This is an optimization exercise on Yosys and OpenROAD, whose aim is a short achievable clock period and few clock cycles, not a production implementation. The RTL was checked by simulation tests, not by an equivalence proof against the original design. Power is estimated from default activity; no workload was simulated.

==> job 598 <==
==> flow/design.v (excerpt) <==
module xasm_core (
    input  wire        clk,
    input  wire        rst,         
    input  wire        irq,
    output wire [15:0] mem_addr,
    output wire [15:0] mem_wdata,
    output wire        mem_we,
    input  wire [15:0] mem_rdata,
    output wire        halted,
    output wire [1:0]  halt_code,
    output wire        waiting
);
export LEC_CHECK = 0
export ABC_CLOCK_PERIOD_IN_PS = 3000
export CAP_MARGIN = 30
export CORE_MARGIN = 2
export CORE_UTILIZATION = 40
export SETUP_SLACK_MARGIN = 5
export SLEW_MARGIN = 35
create_clock -name core_clock -period 10.0 [get_ports {clk}]
run.sh (not shown) runs the stock make flow with config.mk's settings and CLKGATE_MAP_FILE= SYNTH_SCRIPT=/design/flow/synth_recipe.tcl, a recipe that flattens the netlist after the stock synthesis.
==> job 1287: changes against job 598 <==
--- a/flow/design.v
+++ b/flow/design.v
@@ -67,17 +67,13 @@
                P_POP = 11, P_NORD = 12, P_CMP = 13, P_ALU = 14, P_NEG = 18,
                P_INC1 = 19, P_KEEPCV = 20, P_CLR = 21, P_FLAGOP = 22,
                P_STKRD = 23, P_WAIT = 24, P_PUSHPC = 25, P_PUSHFL = 26,
                P_RETI = 27, P_POPFL = 28,
                P_RARITH = 29, P_RAND = 30, P_ROR = 31, P_RXOR = 32, P_RPS = 33,
                P_RPD = 34, P_RSHL = 35, P_RSHR = 36, P_SUBT = 37,
-               P_LB = 38, P_HB = 40,
-               P_CS = 42,           
-               P_RS1H = 50,         
-               P_RD1H = 66,         
-               PDW = 82;
+               P_LB = 38, P_HB = 40, PDW = 42;
     function [PDW-1:0] pdec(input [15:0] w);
         reg c1, c2, c3, c4, alu2;
         reg [3:0] o2;
         reg [4:0] o4;
         reg [3:0] aop;
         begin
@@ -140,15 +136,12 @@
             pdec[P_RXOR]   = (aop == A_XOR);
             pdec[P_RPS]    = (aop == A_PASS);
             pdec[P_RPD]    = (aop == A_PASSD);
             pdec[P_RSHL]   = (aop == A_ASL) || (aop == A_ROL) || (aop == A_RLC);
             pdec[P_RSHR]   = (aop == A_ASR) || (aop == A_LSR) || (aop == A_ROR) || (aop == A_RRC);
             pdec[P_LB+1:P_LB] = (aop == A_ROL) ? 2'd1 : (aop == A_RLC) ? 2'd3 : 2'd0;
-            pdec[P_CS+7:P_CS] = 8'd1 << w[10:8];
-            pdec[P_RS1H+15:P_RS1H] = 16'd1 << w[9:6];
-            pdec[P_RD1H+15:P_RD1H] = 16'd1 << w[3:0];
             pdec[P_HB+1:P_HB] = (aop == A_ASR) ? 2'd1 : (aop == A_ROR) ? 2'd2 :
                                 (aop == A_RRC) ? 2'd3 : 2'd0;
             pdec[P_NEG]  = c2 && o2 == 4'd1;
             pdec[P_INC1] = c2 && (o2 == 4'd2 || o2 == 4'd3);
             pdec[P_KEEPCV] = c1 && (w[14:12] == 3'd0 || w[14]);
             pdec[P_CLR]  = c2 && o2 == 4'd0;
@@ -178,26 +171,16 @@
     wire c2_alu  = f[P_C2ALU];
     wire c2_jmp  = f[P_JMP];
     wire c2_call = f[P_CALL];
     wire c2_push = f[P_PUSH];
     wire c2_pop  = f[P_POP];
     wire nord    = f[P_NORD];
-    function [15:0] rsel(input [15:0] oh, input [255:0] rf);
-        integer k;
-        begin
-            rsel = 16'h0000;
-            for (k = 0; k < 16; k = k + 1)
-                rsel = rsel | ({16{oh[k]}} & rf[16*k +: 16]);
-        end
-    endfunction
-    wire [255:0] Rflat = {R[15], R[14], R[13], R[12], R[11], R[10], R[9], R[8],
-                          R[7], R[6], R[5], R[4], R[3], R[2], R[1], R[0]};
-    wire [15:0] RrsQ = rsel(pq[P_RS1H+15:P_RS1H], Rflat);
-    wire [15:0] RrdQ = rsel(pq[P_RD1H+15:P_RD1H], Rflat);
-    wire [15:0] RrsI = rsel(pi[P_RS1H+15:P_RS1H], Rflat);
-    wire [15:0] RrdI = rsel(pi[P_RD1H+15:P_RD1H], Rflat);
+    wire [15:0] RrsQ = R[Q0[9:6]];
+    wire [15:0] RrdQ = R[Q0[3:0]];
+    wire [15:0] RrsI = R[IR[9:6]];
+    wire [15:0] RrdI = R[IR[3:0]];
     wire [15:0] Rrs = dec ? RrsQ : RrsI;
     wire [15:0] Rrd = dec ? RrdQ : RrdI;
     reg  [15:0] PCp2;        
     reg  [15:0] brt;         
     reg         smc_r;       
     reg         is_sw;       
@@ -273,16 +256,12 @@
     wire        z_sum  = &(alu_p ~^ alu_k);
     assign ex_flag[FZ] = f[P_RARITH] ? z_sum : ~|alu_ro;
     assign ex_flag[FS] = alu_r[15];
     assign ex_flag[FC] = f[P_RARITH] ? sum[16] : f[P_RSHL] ? opD[15] :
                          f[P_RSHR] ? opD[0] : FLAG[FC];
     assign ex_flag[FV] = f[P_RARITH] ? ar_v : FLAG[FV];
-    wire [7:0] csel = pq[P_CS+7:P_CS];
-    wire cond_q = csel[0] | (csel[1] & ~FLAG[FZ]) | (csel[2] & FLAG[FZ]) | (csel[3] & ~FLAG[FS]) |
-                  (csel[4] & FLAG[FC]) | (csel[5] & ~FLAG[FC]) | (csel[6] & FLAG[FV]) |
-                  (csel[7] & ~FLAG[FV]);
     reg cond;
     always @(*) begin
         case (I[10:8])
             3'd0: cond = 1'b1;
             3'd1: cond = ~FLAG[FZ];
             3'd2: cond =  FLAG[FZ];
@@ -444,13 +423,13 @@
                                 M_C: begin brd = 1'b1; baddr = RrsQ; st_n = S_SW; end
                                 default: st_n = S_SEXT;
                             endcase
                         end else if (pq[P_C2]) begin
                             dst_start_q();
                         end else if (pq[P_C3]) begin
-                            if (cond_q) begin
+                            if (cond) begin
                                 redir = 1'b1; early = 1'b1;
                                 tgt = brt;
                                 tgt2 = brt + 16'd2;
                             end
                         end else begin
                             if (pq[P_FLAGOP]) begin
@@ -574,35 +553,32 @@
             endcase
         end
         if (irq) pend_n = 1'b1;
     end
     wire        int_take = pending & ~noint;
     wire        dec_go = is_dec & q0v & ~smc_r & ~lsmc_r & ~int_take & ~pq[P_ILL] & ~pq[P_UNR] & ~pq[P_HLT];
-    wire        e_dec  = dec_go & pq[P_C3] & cond_q;
+    wire        e_dec  = dec_go & ((pq[P_C3] & cond) |
+                                   ((pq[P_JMP] | pq[P_CALL]) & (Q0[5:4] == M_B)));
     wire        e_dext = is_dext & q0v & (pi[P_JMP] | pi[P_CALL]) & (IR[5:4] == M_A);
     wire        e_dd   = is_dd & (pi[P_JMP] | pi[P_CALL]);
     wire        e_xd   = is_xd & ~pi[P_POPFL];
     wire        ered   = (e_dec | e_dext | e_dd | e_xd) & ~bb & ~halted_r;
     wire [15:0] brtgt  = brt;
     wire [15:0] brtgt2 = brt + 16'd2;
-    wire [15:0] tgt_e  = is_dec ? brtgt : is_dext ? Q0 : mem_rdata;
-    wire [15:0] tgt2_e = is_dec ? brtgt2 : is_dext ? Q0 + 16'd2 : rdp2;
+    wire [15:0] tgt_e  = is_dec ? (pq[P_C3] ? brtgt : RrdQ) : is_dext ? Q0 : mem_rdata;
+    wire [15:0] tgt2_e = is_dec ? (pq[P_C3] ? brtgt2 : RrdQ + 16'd2) : is_dext ? Q0 + 16'd2 : rdp2;
     wire        flush = redir | smc_r | lsmc_r;
     wire        cons_f = ~halted_r & ((dec_go) | ((is_sext | is_dext) & q0v) |
                                       (is_sw & (IR[5:4] == M_D) & q0v));
     wire [15:0] PC_n  = redir ? tgt : (cons_f ? PCp2 : PC);
     wire [1:0]  qc    = qn - {1'b0, cons_f};
     wire        arr   = af & ~flush;
     wire [1:0]  qn_n  = flush ? 2'd0 : qc + {1'b0, arr};
     wire        bf_keep = (bf & ~flush) | ered;
     wire        breq  = brd | bwr;
-    wire [2:0]  occ0  = {1'b0, qn} + {2'b0, af} + {2'b0, bf};
-    wire        room_c0 = (occ0 <= 3'd2);
-    wire        room_c1 = (occ0 <= 3'd3);
-    wire        fi_room = flush | (cons_f ? room_c1 : room_c0);
-    wire        fi    = ~breq & ~halted_r & fi_room;
+    wire        fi    = ~breq & ~halted_r & ({1'b0, qn_n} + {2'b0, bf_keep} <= 3'd2);
     wire [15:0] FPc   = bf ? ADR + 16'd2 : FP;
     wire [15:0] fa    = ered ? tgt2_e : flush ? PC_n : FPc;
     reg [15:0] Q0_n, Q1_n, Q2_n;
     always @(*) begin
         if (cons_f) begin Q0_n = Q1; Q1_n = Q2; Q2_n = Q2; end
         else      begin Q0_n = Q0; Q1_n = Q1; Q2_n = Q2; end
==> job 5613: changes against job 598 <==
--- a/flow/design.v
+++ b/flow/design.v
@@ -67,17 +67,13 @@
                P_POP = 11, P_NORD = 12, P_CMP = 13, P_ALU = 14, P_NEG = 18,
                P_INC1 = 19, P_KEEPCV = 20, P_CLR = 21, P_FLAGOP = 22,
                P_STKRD = 23, P_WAIT = 24, P_PUSHPC = 25, P_PUSHFL = 26,
                P_RETI = 27, P_POPFL = 28,
                P_RARITH = 29, P_RAND = 30, P_ROR = 31, P_RXOR = 32, P_RPS = 33,
                P_RPD = 34, P_RSHL = 35, P_RSHR = 36, P_SUBT = 37,
-               P_LB = 38, P_HB = 40,
-               P_CS = 42,           
-               P_RS1H = 50,         
-               P_RD1H = 66,         
-               PDW = 82;
+               P_LB = 38, P_HB = 40, PDW = 42;
     function [PDW-1:0] pdec(input [15:0] w);
         reg c1, c2, c3, c4, alu2;
         reg [3:0] o2;
         reg [4:0] o4;
         reg [3:0] aop;
         begin
@@ -140,15 +136,12 @@
             pdec[P_RXOR]   = (aop == A_XOR);
             pdec[P_RPS]    = (aop == A_PASS);
             pdec[P_RPD]    = (aop == A_PASSD);
             pdec[P_RSHL]   = (aop == A_ASL) || (aop == A_ROL) || (aop == A_RLC);
             pdec[P_RSHR]   = (aop == A_ASR) || (aop == A_LSR) || (aop == A_ROR) || (aop == A_RRC);
             pdec[P_LB+1:P_LB] = (aop == A_ROL) ? 2'd1 : (aop == A_RLC) ? 2'd3 : 2'd0;
-            pdec[P_CS+7:P_CS] = 8'd1 << w[10:8];
-            pdec[P_RS1H+15:P_RS1H] = 16'd1 << w[9:6];
-            pdec[P_RD1H+15:P_RD1H] = 16'd1 << w[3:0];
             pdec[P_HB+1:P_HB] = (aop == A_ASR) ? 2'd1 : (aop == A_ROR) ? 2'd2 :
                                 (aop == A_RRC) ? 2'd3 : 2'd0;
             pdec[P_NEG]  = c2 && o2 == 4'd1;
             pdec[P_INC1] = c2 && (o2 == 4'd2 || o2 == 4'd3);
             pdec[P_KEEPCV] = c1 && (w[14:12] == 3'd0 || w[14]);
             pdec[P_CLR]  = c2 && o2 == 4'd0;
@@ -160,13 +153,13 @@
             pdec[P_RETI]   = c4 && o4 == 5'd12;
             pdec[P_POPFL]  = c4 && o4 == 5'd18;
         end
     endfunction
     reg [PDW-1:0] pq, pi;
     reg           q0v;                   
-    reg           is_dec, is_sext, is_sd, is_dext, is_dd, is_xd, is_wait, is_int2;    
+    reg           is_dec, is_sext, is_sd, is_dext, is_dd, is_xd;    
     wire             dec = is_dec;
     wire [15:0]      I   = dec ? Q0 : IR;
     wire [PDW-1:0]   f   = dec ? pq : pi;
     wire        cls1 = f[P_C1];
     wire        cls2 = f[P_C2];
     wire        cls3 = f[P_C3];
@@ -178,26 +171,16 @@
     wire c2_alu  = f[P_C2ALU];
     wire c2_jmp  = f[P_JMP];
     wire c2_call = f[P_CALL];
     wire c2_push = f[P_PUSH];
     wire c2_pop  = f[P_POP];
     wire nord    = f[P_NORD];
-    function [15:0] rsel(input [15:0] oh, input [255:0] rf);
-        integer k;
-        begin
-            rsel = 16'h0000;
-            for (k = 0; k < 16; k = k + 1)
-                rsel = rsel | ({16{oh[k]}} & rf[16*k +: 16]);
-        end
-    endfunction
-    wire [255:0] Rflat = {R[15], R[14], R[13], R[12], R[11], R[10], R[9], R[8],
-                          R[7], R[6], R[5], R[4], R[3], R[2], R[1], R[0]};
-    wire [15:0] RrsQ = rsel(pq[P_RS1H+15:P_RS1H], Rflat);
-    wire [15:0] RrdQ = rsel(pq[P_RD1H+15:P_RD1H], Rflat);
-    wire [15:0] RrsI = rsel(pi[P_RS1H+15:P_RS1H], Rflat);
-    wire [15:0] RrdI = rsel(pi[P_RD1H+15:P_RD1H], Rflat);
+    wire [15:0] RrsQ = R[Q0[9:6]];
+    wire [15:0] RrdQ = R[Q0[3:0]];
+    wire [15:0] RrsI = R[IR[9:6]];
+    wire [15:0] RrdI = R[IR[3:0]];
     wire [15:0] Rrs = dec ? RrsQ : RrsI;
     wire [15:0] Rrd = dec ? RrdQ : RrdI;
     reg  [15:0] PCp2;        
     reg  [15:0] brt;         
     reg         smc_r;       
     reg         is_sw;       
@@ -256,33 +239,26 @@
             2'd1: hb = opD[15];
             2'd2: hb = opD[0];
             2'd3: hb = FLAG[FC];
             default: hb = 1'b0;
         endcase
     end
-    wire [15:0] alu_ro =  ({16{f[P_RAND]}}   & (opD & opS)) |
+    wire [15:0] alu_r = ({16{f[P_RARITH]}} & sum[15:0]) |
+                        ({16{f[P_RAND]}}   & (opD & opS)) |
                         ({16{f[P_ROR]}}    & (opD | opS)) |
                         ({16{f[P_RXOR]}}   & (opD ^ opS)) |
                         ({16{f[P_RPS]}}    & opS) |
                         ({16{f[P_RPD]}}    & opD) |
                         ({16{f[P_RSHL]}}   & {opD[14:0], lb}) |
                         ({16{f[P_RSHR]}}   & {hb, opD[15:1]});
-    wire [15:0] alu_r  = ({16{f[P_RARITH]}} & sum[15:0]) | alu_ro;
     wire [3:0] ex_flag;
-    wire [15:0] alu_p  = alu_a ^ alu_b;
-    wire [15:0] alu_k  = {alu_a[14:0] | alu_b[14:0], f[P_SUBT]};
-    wire        z_sum  = &(alu_p ~^ alu_k);
-    assign ex_flag[FZ] = f[P_RARITH] ? z_sum : ~|alu_ro;
+    assign ex_flag[FZ] = ~|alu_r;
     assign ex_flag[FS] = alu_r[15];
     assign ex_flag[FC] = f[P_RARITH] ? sum[16] : f[P_RSHL] ? opD[15] :
                          f[P_RSHR] ? opD[0] : FLAG[FC];
     assign ex_flag[FV] = f[P_RARITH] ? ar_v : FLAG[FV];
-    wire [7:0] csel = pq[P_CS+7:P_CS];
-    wire cond_q = csel[0] | (csel[1] & ~FLAG[FZ]) | (csel[2] & FLAG[FZ]) | (csel[3] & ~FLAG[FS]) |
-                  (csel[4] & FLAG[FC]) | (csel[5] & ~FLAG[FC]) | (csel[6] & FLAG[FV]) |
-                  (csel[7] & ~FLAG[FV]);
     reg cond;
     always @(*) begin
         case (I[10:8])
             3'd0: cond = 1'b1;
             3'd1: cond = ~FLAG[FZ];
             3'd2: cond =  FLAG[FZ];
@@ -444,13 +420,13 @@
                                 M_C: begin brd = 1'b1; baddr = RrsQ; st_n = S_SW; end
                                 default: st_n = S_SEXT;
                             endcase
                         end else if (pq[P_C2]) begin
                             dst_start_q();
                         end else if (pq[P_C3]) begin
-                            if (cond_q) begin
+                            if (cond) begin
                                 redir = 1'b1; early = 1'b1;
                                 tgt = brt;
                                 tgt2 = brt + 16'd2;
                             end
                         end else begin
                             if (pq[P_FLAGOP]) begin
@@ -574,35 +550,32 @@
             endcase
         end
         if (irq) pend_n = 1'b1;
     end
     wire        int_take = pending & ~noint;
     wire        dec_go = is_dec & q0v & ~smc_r & ~lsmc_r & ~int_take & ~pq[P_ILL] & ~pq[P_UNR] & ~pq[P_HLT];
-    wire        e_dec  = dec_go & pq[P_C3] & cond_q;
+    wire        e_dec  = dec_go & ((pq[P_C3] & cond) |
+                                   ((pq[P_JMP] | pq[P_CALL]) & (Q0[5:4] == M_B)));
     wire        e_dext = is_dext & q0v & (pi[P_JMP] | pi[P_CALL]) & (IR[5:4] == M_A);
     wire        e_dd   = is_dd & (pi[P_JMP] | pi[P_CALL]);
     wire        e_xd   = is_xd & ~pi[P_POPFL];
     wire        ered   = (e_dec | e_dext | e_dd | e_xd) & ~bb & ~halted_r;
     wire [15:0] brtgt  = brt;
     wire [15:0] brtgt2 = brt + 16'd2;
-    wire [15:0] tgt_e  = is_dec ? brtgt : is_dext ? Q0 : mem_rdata;
-    wire [15:0] tgt2_e = is_dec ? brtgt2 : is_dext ? Q0 + 16'd2 : rdp2;
+    wire [15:0] tgt_e  = is_dec ? (pq[P_C3] ? brtgt : RrdQ) : is_dext ? Q0 : mem_rdata;
+    wire [15:0] tgt2_e = is_dec ? (pq[P_C3] ? brtgt2 : RrdQ + 16'd2) : is_dext ? Q0 + 16'd2 : rdp2;
     wire        flush = redir | smc_r | lsmc_r;
     wire        cons_f = ~halted_r & ((dec_go) | ((is_sext | is_dext) & q0v) |
                                       (is_sw & (IR[5:4] == M_D) & q0v));
     wire [15:0] PC_n  = redir ? tgt : (cons_f ? PCp2 : PC);
     wire [1:0]  qc    = qn - {1'b0, cons_f};
     wire        arr   = af & ~flush;
     wire [1:0]  qn_n  = flush ? 2'd0 : qc + {1'b0, arr};
     wire        bf_keep = (bf & ~flush) | ered;
     wire        breq  = brd | bwr;
-    wire [2:0]  occ0  = {1'b0, qn} + {2'b0, af} + {2'b0, bf};
-    wire        room_c0 = (occ0 <= 3'd2);
-    wire        room_c1 = (occ0 <= 3'd3);
-    wire        fi_room = flush | (cons_f ? room_c1 : room_c0);
-    wire        fi    = ~breq & ~halted_r & fi_room;
+    wire        fi    = ~breq & ~halted_r & ({1'b0, qn_n} + {2'b0, bf_keep} <= 3'd2);
     wire [15:0] FPc   = bf ? ADR + 16'd2 : FP;
     wire [15:0] fa    = ered ? tgt2_e : flush ? PC_n : FPc;
     reg [15:0] Q0_n, Q1_n, Q2_n;
     always @(*) begin
         if (cons_f) begin Q0_n = Q1; Q1_n = Q2; Q2_n = Q2; end
         else      begin Q0_n = Q0; Q1_n = Q1; Q2_n = Q2; end
@@ -617,25 +590,20 @@
     wire [PDW-1:0] pd_rd = pdec(mem_rdata);
     wire [PDW-1:0] pd_q1 = pdec(Q1);
     wire [PDW-1:0] pq_n  = (af && qc == 2'd0) ? pd_rd : cons_f ? pd_q1 : pq;
     wire [16:0] brt_rd_w = ks16(cons_f ? PCp4 : PCp2, {{8{mem_rdata[7]}}, mem_rdata[7:0]}, 1'b0);
     wire [16:0] brt_q1_w = ks16(PCp4, {{8{Q1[7]}}, Q1[7:0]}, 1'b0);
     wire [15:0] brt_n = (af && qc == 2'd0) ? brt_rd_w[15:0] : cons_f ? brt_q1_w[15:0] : brt;
-    wire        wd_flag = (is_dec & (int_take | pq[P_PUSHFL])) | (is_wait & pending);
-    wire        wd_pc   = is_int2 | (is_dd & pi[P_CALL]);
-    wire        wd_pc2  = (is_dec & (pq[P_PUSHPC] | pq[P_CALL])) | (is_dext & pi[P_CALL]);
-    wire [15:0] wd_alt  = wd_flag ? {12'h000, FLAG} : wd_pc ? PC : PCp2;
-    wire [15:0] wd_n    = (wd_flag | wd_pc | wd_pc2) ? wd_alt : alu_r;
     integer i;
     always @(posedge clk) begin
         if (rst) begin
             for (i = 0; i < 16; i = i + 1) R[i] <= 16'h0000;
             PC <= 16'h0000; PCp2 <= 16'h0002; brt <= 16'h0000; smc_r <= 1'b0; is_sw <= 1'b0; SP <= 16'h0000; FLAG <= 4'h0;
             IR <= 16'h0000; SV <= 16'h0000; EA <= 16'h0000;
             pq <= {PDW{1'b0}}; pi <= {PDW{1'b0}}; q0v <= 1'b0;
-            is_dec <= 1'b1; is_sext <= 1'b0; is_sd <= 1'b0; is_dext <= 1'b0; is_dd <= 1'b0; is_xd <= 1'b0; is_wait <= 1'b0; is_int2 <= 1'b0;
+            is_dec <= 1'b1; is_sext <= 1'b0; is_sd <= 1'b0; is_dext <= 1'b0; is_dd <= 1'b0; is_xd <= 1'b0;
             st <= S_DEC; dinfl <= 1'b0; pending <= 1'b0; noint <= 1'b0;
             halted_r <= 1'b0; code_r <= HC_HALT;
             ADR <= 16'h0000; WD <= 16'h0000; WE <= 1'b0;
             Q0 <= 16'h0000; Q1 <= 16'h0000; Q2 <= 16'h0000; qn <= 2'd0;
             bf <= 1'b1; af <= 1'b0; FP <= 16'd2;
             bb <= 1'b0; lchk <= 1'b0; lsmc_r <= 1'b0;
@@ -647,17 +615,17 @@
             smc_r <= bwr & bsmc;
             is_sw <= (st_n == S_SW);
             IR <= IR_n; SV <= SV_n; EA <= EA_n;
             pq <= pq_n; pi <= pi_n; q0v <= (qn_n != 2'd0);
             is_dec <= (st_n == S_DEC); is_sext <= (st_n == S_SEXT); is_sd <= (st_n == S_SD);
             is_dext <= (st_n == S_DEXT); is_dd <= (st_n == S_DD);
-            is_xd <= (st_n == S_XD); is_wait <= (st_n == S_WAIT); is_int2 <= (st_n == S_INT2);
+            is_xd <= (st_n == S_XD);
             st <= st_n; dinfl <= dinfl_n; pending <= pend_n; noint <= noint_n;
             halted_r <= halt_n; code_r <= code_n;
             WE <= bwr;
-            WD <= wd_n;
+            if (bwr) WD <= bwdata;
             if (breq) ADR <= baddr;
             else if (fi) ADR <= fa;
             Q0 <= Q0_n; Q1 <= Q1_n; Q2 <= Q2_n; qn <= qn_n;
             bf <= fi; af <= bf_keep;
             if (!fi) FP <= fa;
             bb <= breq;
- CAP_MARGIN: 30 -> 20
- SLEW_MARGIN: 35 -> 20
==> notes <==
- The lowest worst hold slack belongs to job 5613, the highest to job 598.
- Of job 1287 and job 598, job 598 has the higher synthesized cell count (gap 6.5%, measured against job 598).
- Total power: job 5613 is larger than job 598 (about 50%).
- Fmax, lowest first: job 5613, job 1287, job 598.
- Between job 1287 and job 5613, the lower first-iteration DRC count is in job 1287 (gap about 3.3%, measured against job 5613).
==> figures <==
|  | job 5613 | job 598 | job 1287 |
|---|---|---|---|
| Run status | complete, no violations | complete, no violations | complete, no violations |
| Per-cell routed wire length | 41.1 um | 38.9 um | 37.3 um |
| Worst vdd rail ir drop | 0.301 mV | 0.182 mV | 0.241 mV |
| Area delta synth->final | 25.2% | 17.0% | 20.1% |
| Share of cell area taken by multi-input logic gates | 0.599 | 0.581 | 0.604 |
| Xor and xnor area share after synthesis | 0.0453 | 0.0473 | 0.0474 |
| Number of ordinary inverters in the final layout | 171 | 209 | 210 |
| HPWL after detailed placement | 250 mm | 230 mm | 207 mm |
| Vias | 65.7k | 64.3k | 61.1k |
| Simple logic cell fraction of the synthesized area | 0.190 | 0.195 | 0.188 |
| Number of antenna violations at the first check in global routing | 29 | 31 | 20 |
Testbench counts of job 598, summed over its fixed seeds: cycles 238,407.
Testbench counts of job 1287, summed over its fixed seeds: cycles 237,505.
Testbench counts of job 5613, summed over its fixed seeds: cycles 237,505.

afterwards: timing with drivers on the ports:
The results above use ideal ports. As a check the final layouts listed here were re-extracted and re-timed, cells and wires unchanged. Step 1: set_driving_cell puts a clkbuf_16 on clk and a buf_2 on each other input, an assumption about the parent block. Step 2 also shifts input and output timing later by t, the mid clock arrival at the registers, as if the neighbouring blocks saw the same clock. a / b / c = ideal ports / drivers / drivers and shift; a / b = the first two.
run	t, ns	slack for setup (ns)	clock arrival spread, ns	worst data-port slew with drivers (ns)
job 598	0.792	4.824 / 4.824 / 4.152	0.067 / 0.068	0.06
job 1287	0.805	4.490 / 4.409 / 3.950	0.056 / 0.056	0.05
job 5613	0.806	4.417 / 4.330 / 3.852	0.039 / 0.039	0.06
After both steps every run listed still meets setup and hold. For job 598, which loses most, drivers alone change the setup slack by 0.000 ns; drivers and shift together by -0.672 ns.
